This is an optimization exercise on Yosys and OpenROAD, whose aim is a short achievable clock period and few clock cycles, not a production implementation.
Function was checked by simulation only, so behaviour that the tests miss may differ from the original.

File: design/flow/config.mk
export PLATFORM = sky130hd
export DESIGN_NAME = pru_raster
export DESIGN_NICKNAME = pru_raster
export VERILOG_FILES = /design/flow/design.v
export SDC_FILE = /design/flow/constraint.sdc
export NUM_CORES = 4
export LEC_CHECK = 0
export CAP_MARGIN = 20
export CORE_MARGIN = 2
export CORE_UTILIZATION = 40
export PLACE_DENSITY = 0.6
export SLEW_MARGIN = 20
File: design/flow/constraint.sdc
create_clock -name core_clock -period 13.5 [get_ports {clk}]
set_input_delay 2.7000 -clock core_clock [delete_from_list [all_inputs] [get_ports {clk}]]
set_output_delay 2.7000 -clock core_clock [all_outputs]
set_load 0.01 [all_outputs]
File: design/flow/design.v
module pru_raster (
    input  wire        clk,
    input  wire        rst,
    input  wire        cmd_valid,
    output wire        cmd_ready,
    input  wire [1:0]  cmd_op,         
    input  wire        cmd_raw,        
    input  wire [15:0] cmd_x0,
    input  wire [15:0] cmd_y0,
    input  wire [15:0] cmd_x1,
    input  wire [15:0] cmd_y1,
    input  wire [31:0] cmd_color,
    input  wire [31:0] surf_base,
    input  wire [15:0] surf_stride,
    input  wire [15:0] surf_w,
    input  wire [15:0] surf_h,
    input  wire [15:0] surf_xmin,
    input  wire [15:0] surf_xmax,
    input  wire [15:0] surf_ymin,
    input  wire [15:0] surf_ymax,
    input  wire [4:0]  surf_ptype,
    input  wire        surf_endian,
    input  wire [2:0]  surf_bitoff,
    input  wire        surf_axes_swap,
    input  wire        surf_x_swap,
    input  wire        surf_y_swap,
    output wire        busy,
    output reg         mem_valid,
    input  wire        mem_ready,
    output reg  [29:0] mem_addr,
    output reg  [31:0] mem_wdata,
    output reg  [31:0] mem_wmask
);
    localparam OP_LINE   = 2'd0;
    localparam OP_HLINE  = 2'd1;
    localparam OP_VLINE  = 2'd2;
    localparam OP_PUTPIX = 2'd3;
    localparam S_IDLE  = 3'd0;
    localparam S_MAP   = 3'd1;
    localparam S_SETUP = 3'd2;
    localparam S_PIX   = 3'd3;
    localparam S_WR0   = 3'd4;
    localparam S_WR1   = 3'd5;
    localparam S_STEP  = 3'd6;
    reg [2:0] state;
    reg [1:0]  op;
    reg        raw;
    reg [15:0] x0, y0, x1, y1;
    reg [31:0] color;
    reg [31:0] base;
    reg [15:0] stride, sw, sh;
    reg [15:0] xmin, xmax, ymin, ymax;
    reg [4:0]  ptype;
    reg        endian;
    reg [2:0]  bitoff;
    reg        axs, xsw, ysw;
    assign cmd_ready = (state == S_IDLE);
    assign busy      = (state != S_IDLE);
    reg [5:0] bpp;
    always @(*) begin
        case (ptype)
            5'd0:  bpp = 6'd4;
            5'd1:  bpp = 6'd8;
            5'd2:  bpp = 6'd1;
            5'd3:  bpp = 6'd2;
            5'd4:  bpp = 6'd4;
            5'd5:  bpp = 6'd8;
            5'd6:  bpp = 6'd16;
            5'd7:  bpp = 6'd16;
            5'd8:  bpp = 6'd24;
            5'd9:  bpp = 6'd24;
            default: bpp = 6'd32;
        endcase
    end
    wire signed [19:0] ex0 = {{4{x0[15]}}, x0};
    wire signed [19:0] ey0 = {{4{y0[15]}}, y0};
    wire signed [19:0] ex1 = {{4{x1[15]}}, x1};
    wire signed [19:0] ey1 = {{4{y1[15]}}, y1};
    wire signed [19:0] sw_s = {4'd0, sw};
    wire signed [19:0] sh_s = {4'd0, sh};
    reg  signed [19:0] lxa, lya, lxb, lyb;
    reg                empty;
    always @(*) begin
        lxa = ex0; lya = ey0; lxb = ex1; lyb = ey1; empty = 1'b0;
        case (op)
            OP_HLINE:  begin lyb = ey0; empty = (ex1 < ex0); end
            OP_VLINE:  begin lxb = ex0; empty = (ey1 < ey0); end
            OP_PUTPIX: begin lxb = ex0; lyb = ey0; end
            default: ;
        endcase
    end
    function signed [39:0] xform;    
        input signed [19:0] x, y;
        reg   signed [19:0] u, v;
        begin
            if (raw) begin
                u = x; v = y;
            end else begin
                if (axs) begin u = y; v = x; end
                else     begin u = x; v = y; end
                if (xsw) u = sw_s - 20'sd1 - u;
                if (ysw) v = sh_s - 20'sd1 - v;
            end
            xform = {u, v};
        end
    endfunction
    wire signed [39:0] ma = xform(lxa, lya);
    wire signed [39:0] mb = xform(lxb, lyb);
    reg signed [19:0] pxa, pya, pxb, pyb;
    wire signed [19:0] adx = (pxb >= pxa) ? (pxb - pxa) : (pxa - pxb);
    wire signed [19:0] ady = (pyb >= pya) ? (pyb - pya) : (pya - pyb);
    wire               steep_n = (ady > adx);
    wire signed [19:0] sa0 = steep_n ? pya : pxa;
    wire signed [19:0] sb0 = steep_n ? pxa : pya;
    wire signed [19:0] sa1 = steep_n ? pyb : pxb;
    wire signed [19:0] sb1 = steep_n ? pxb : pyb;
    wire               swp = (sa0 > sa1);
    wire signed [19:0] ta0 = swp ? sa1 : sa0;
    wire signed [19:0] tb0 = swp ? sb1 : sb0;
    wire signed [19:0] ta1 = swp ? sa0 : sa1;
    wire signed [19:0] tb1 = swp ? sb0 : sb1;
    wire signed [19:0] da_n = ta1 - ta0;
    wire signed [19:0] db_n = (tb1 >= tb0) ? (tb1 - tb0) : (tb0 - tb1);
    reg               steep;
    reg signed [19:0] a, b, a_end, da, db, err;
    reg               bdown;
    wire signed [19:0] px = steep ? b : a;
    wire signed [19:0] py = steep ? a : b;
    wire clipped = (px < $signed({4'd0, xmin})) || (px > $signed({4'd0, xmax})) ||
                   (py < $signed({4'd0, ymin})) || (py > $signed({4'd0, ymax}));
    wire [21:0] bitpos   = px[15:0] * bpp + {19'd0, bitoff};
    wire [31:0] byteaddr = base + py[15:0] * stride + {13'd0, bitpos[21:3]};
    wire [2:0]  spos     = bitpos[2:0];
    wire [31:0] pmask_lo = (bpp == 6'd32) ? 32'hFFFF_FFFF : ((32'd1 << bpp) - 32'd1);
    wire [2:0]  pshift   = (bpp >= 6'd8) ? 3'd0 :
                           (endian ? (3'd0 - bpp[2:0] - spos) : spos);
    wire [31:0] pmask    = pmask_lo << pshift;
    wire [31:0] pdata    = (color & pmask_lo) << pshift;
    wire [63:0] wmask64  = {32'd0, pmask} << {byteaddr[1:0], 3'b000};
    wire [63:0] wdata64  = {32'd0, pdata} << {byteaddr[1:0], 3'b000};
    reg  [29:0] addr1;
    reg  [31:0] data1, mask1;
    reg         need1;
    always @(posedge clk) begin
        if (rst) begin
            state     <= S_IDLE;
            mem_valid <= 1'b0;
        end else begin
            case (state)
                S_IDLE: begin
                    if (cmd_valid) begin
                        op     <= cmd_op;
                        raw    <= cmd_raw;
                        x0     <= cmd_x0;
                        y0     <= cmd_y0;
                        x1     <= cmd_x1;
                        y1     <= cmd_y1;
                        color  <= cmd_color;
                        base   <= surf_base;
                        stride <= surf_stride;
                        sw     <= surf_w;
                        sh     <= surf_h;
                        xmin   <= surf_xmin;
                        xmax   <= surf_xmax;
                        ymin   <= surf_ymin;
                        ymax   <= surf_ymax;
                        ptype  <= surf_ptype;
                        endian <= surf_endian;
                        bitoff <= surf_bitoff;
                        axs    <= surf_axes_swap;
                        xsw    <= surf_x_swap;
                        ysw    <= surf_y_swap;
                        state  <= S_MAP;
                    end
                end
                S_MAP: begin
                    pxa <= ma[39:20];
                    pya <= ma[19:0];
                    pxb <= mb[39:20];
                    pyb <= mb[19:0];
                    state <= empty ? S_IDLE : S_SETUP;
                end
                S_SETUP: begin
                    steep <= steep_n;
                    a     <= ta0;
                    b     <= tb0;
                    a_end <= ta1;
                    da    <= da_n;
                    db    <= db_n;
                    err   <= da_n >>> 1;
                    bdown <= (tb0 >= tb1);
                    state <= S_PIX;
                end
                S_PIX: begin
                    if (clipped) begin
                        state <= S_STEP;
                    end else begin
                        mem_valid <= 1'b1;
                        mem_addr  <= byteaddr[31:2];
                        mem_wdata <= wdata64[31:0];
                        mem_wmask <= wmask64[31:0];
                        addr1     <= byteaddr[31:2] + 30'd1;
                        data1     <= wdata64[63:32];
                        mask1     <= wmask64[63:32];
                        need1     <= |wmask64[63:32];
                        state     <= S_WR0;
                    end
                end
                S_WR0: begin
                    if (mem_ready) begin
                        if (need1) begin
                            mem_addr  <= addr1;
                            mem_wdata <= data1;
                            mem_wmask <= mask1;
                            state     <= S_WR1;
                        end else begin
                            mem_valid <= 1'b0;
                            state     <= S_STEP;
                        end
                    end
                end
                S_WR1: begin
                    if (mem_ready) begin
                        mem_valid <= 1'b0;
                        state     <= S_STEP;
                    end
                end
                S_STEP: begin
                    if (a == a_end) begin
                        state <= S_IDLE;
                    end else begin
                        a <= a + 20'sd1;
                        if (err - db < 0) begin
                            b   <= bdown ? b - 20'sd1 : b + 20'sd1;
                            err <= err - db + da;
                        end else begin
                            err <= err - db;
                        end
                        state <= S_PIX;
                    end
                end
                default: state <= S_IDLE;
            endcase
        end
    end
endmodule
File: design/flow/run.sh
#!/bin/bash
# synth_recipe.tcl (not shown) runs the flow's synth.tcl, then flattens the netlist and writes it again
# the make line also repeats each setting of config.mk as NAME=value (left out here)
make -C /OpenROAD-flow-scripts/flow DESIGN_CONFIG=/design/flow/config.mk WORK_HOME=/design/flow/orfs CLKGATE_MAP_FILE= SYNTH_SCRIPT=/design/flow/synth_recipe.tcl finish
==> metrics.cfg <==
[setup_path]
end_kind = flop
cp-endpoint = db[18]
path_class = reg -> reg
r2r_start = pya[1]
crit_path_max_fanout = 7
rrSetupSlack_ns = 0.60
startpoint = pya[1]
required_ns = 13.94
reg2reg_to = db[18]
crit_arrival_ns = 13.34
slowest_delay_ns = 0.70
cp_slowest_cell = mux4_4
r2r_cells = 57
start_kind = flop

[detailed_routing]
drt_iter0_drc = 4140
wl_met1_microns = 85500
highest_layer = met5
wl_per_cell_microns = 21.7
wl_met2_microns = 85900
ant_nets = 0
wl_met3_microns = 11000
first_pass_iters = 8
drc_errors = 0
via_count = 47900
vias_per_cell = 5.48
wl_microns = 190000

[timing]
tightest_slew_ns = 1.28
fin_crit_sh_pct = 95.6
max_slew_margin_pct = 13.7
fin_crit_ns = 12.90
hold_viol_final = 0
fin_skew_ns = 0.0511
max_freq_mhz = 77.5
worst_slack_ns = 0.598
setup_violations = 0
fin_setup_tns_ns = 0
slew_viol_final = 0

[synth]
synthFlopType = edfxtp_1
synth.cell_area_sq_um = 58600
ys_async_sr_fraction_pct = 0
ys_warn_count = 1
ys_seq_elements = 640
synth_edf_count = 630
synth_area_leader_cell = edfxtp_1
ys_types = 99
synth_top_cell_area_share_pct = 32.3
yosys-top-cells-area = edfxtp_1, ha_1, fa_1
synth.net_count = 7439
ys_seq_area_share_pct = 32.6
avgSynthCellArea_sq_um = 9.25
syn_inst = 6331

[clocking]
cts_root_buf = clkbuf_16
path_clk_slew_ns = 0.06
cts.sinks = 640
clock_latency_ns = 0.71
numCtsBuffers = 77
cts_tree = built
cts_buffer_depth = 3
htreeDepth = 3

[layout]
nFillCells = 13800
area_growth_pct = 16.6
fin_nets = 7868
antennaDiodeCount = 0
instances_no_fill = 8735
final_util_pct = 46.9
drive_gt1_share_pct = 7.83

[global_routing]
grt_pass1_wl_microns = 290000
grt_remaining_overflow = 0
grt_start_max_net_pins = 78
antenna_found_initial = 8
track_usage_pct = 25.1
grt_pass1_vias = 47900

[place]
dp_slack_ns = -0.0345
dp_cells = 8581
place.gp.congestion = 0.953
dp_hpwl_microns = 151000
port_buffers = 355

[floorplanning]
rows = 140
dieWidth_microns = 387
initial_core_util_pct = 40.2
die_area_sq_um = 149000
core_area_sq_um = 146000
pin_count = 356
die_y_microns = 387

[outcome]
outcome = no timing/DRC/antenna violations

[flow_run]
cap_violations = 0

[min_path]
hp-class = reg -> reg

cell families (layout without fill, tap and decap cells):
logic type | after synthesis | after routing | synth area share (%)
AOI/OAI and AO/OA | 1396 | 1396 | 14.9
xor gates and xnor gates | 278 | 278 | 4.16
adders and majority gates | 856 | 856 | 22.3
buffers and inverters | 1038 | 1524 | 6.70
DFF | 640 | 640 | 32.6
muxes | 297 | 298 | 5.27
and+or+nand+nor | 1826 | 1826 | 14.0
critical path: cells and delay by family, from the launching register on:
family                     cells  cell delay, ns
buffers and inverters          7            1.15
DFF                            1            0.47
muxes                          3            1.38
and+or+nand+nor               12            1.75
adders and majority gates      4            1.62
AOI/OAI and AO/OA             29            5.91
xor gates and xnor gates       2            0.32
metal layers:
layer / vias to the layer above / GRT usage, %
li1: 22800 / -
met1: 23200 / 34.5
met2: 1606 / 40.5
met3: 288 / 3.37
met4: 10 / 8.83
met5: - / 0
state kept, by name, summed over array words and instances, names as in the netlist, 24 cells and up, named ones only:
name       flops
mask1         24
addr1         30
color         32
mem_wdata     32
data1         24
mem_addr      30
mem_wmask     32
base          32
placed cells by master (no fill, tap or decap), types with 15 or more instances in the layout:
cell type	count
mux2i_1	223
a211oi_1	99
nor4_1	24
or2_2	15
fa_1	313
a21oi_1	423
a21boi_0	44
clkdlybuf4s50_1	355
a22o_1	20
xnor2_1	171
o21ai_0	311
inv_1	774
nor3_1	85
ha_1	534
o21bai_1	42
edfxtp_1	630
or3_1	28
clkbuf_16	77
clkinv_1	19
nand4_1	41
nand3_1	101
a31oi_1	56
o211ai_1	30
and2_1	103
o21a_1	58
nand2_1	730
buf_4	245
and3_1	50
nand2b_1	38
o31ai_1	19
o22ai_1	16
xor2_1	107
a21o_1	122
mux2_2	72
nor2b_1	63
nor2_1	493
how the worst min path moves through the flow:
stage          startpoint           end  slack (ns)  depth (start not counted)
2_1_floorplan   addr1[10]  mem_addr[10]        0.48                          2
3_3_place_gp    mem_valid     mem_valid        0.46                          1
3_5_place_dp    mem_valid     mem_valid        0.47                          1
4_1_cts         mem_valid     mem_valid        0.50                          1
5_1_grt         mem_valid     mem_valid        0.53                          1
6_report        mem_valid     mem_valid        0.49                          1
through the flow:
stage	instance area (sq um)	hold WS (ns)
finish	68300	0.488
global route	68300	0.526
CTS	68000	0.495
detailed placement	65400	0.468
global placement	65400	0.457
floorplan	58600	0.484
layout make-up:
class / count / area (sq um) / area share [%]
clock buffer: 84 / 1950 / 2.86
sequential: 640 / 19100 / 28.0
multi-input combinational: 4654 / 35800 / 52.4
tap: 1917 / 2400 / 3.51
timing repair buffer: 608 / 5500 / 8.05
inverter: 779 / 2930 / 4.29
clock inverter: 53 / 623 / 0.912
synthesized netlist by cell type, drive strengths merged (9+ instances only):
master	count
o22ai	16
o2111ai	9
fa	314
nand2	731
o21ai	325
nand4	42
xor2	107
inv	776
a221oi	11
edfxtp	630
a211oi	100
o21a	58
dfxtp	10
or4	9
nor2b	65
xnor2	171
nor2	501
o211ai	30
nand2b	39
a21o	124
nand3	102
a21oi	431
and3	50
nor3	87
o21bai	42
mux2i	223
or2	18
o221ai	13
ha	535
mux2	72
and2	104
or3	29
o31ai	21
a21boi	47
buf	56
a22oi	9
clkbuf	203
a22o	20
nand3b	12
nor4	25
a31oi	63
timing repair:
action / 4_1_cts / 5_1_grt
cloned: 0 / 1
resized for setup: 3 / 40
hold endpoints to repair: 0 / 0
pin swaps: 0 / 20
hold buffers: 0 / 0
setup endpoints to repair: 1 / 10
setup buffers: 1 / 15
Testbench counts, summed over its fixed seeds: cycles 84,453.

afterwards: timing with drivers on the ports:
The results above use ideal ports. As a check the final layout listed here was re-extracted and re-timed, cells and wires unchanged.
Step 1, drivers: a clkbuf_16 drives clk and a buf_2 each remaining input, both assumed.
Step 2 moves the port delays by t, midway between the first and last clock arrival at a register: inputs arrive t later, outputs are due t later. That takes back most of the time a late clock gives input paths.
a / b / c = ideal / step 1 / step 2; a / b = the first two.
shift t [ns]: 0.762
setup slack, ns: 0.598 / 0.598 / 0.598
clock arrival spread, ns: 0.052 / 0.051
After both steps setup and hold are still met in this run. The setup slack of this run moves by 0.000 ns with the drivers and by 0.000 ns with both steps.
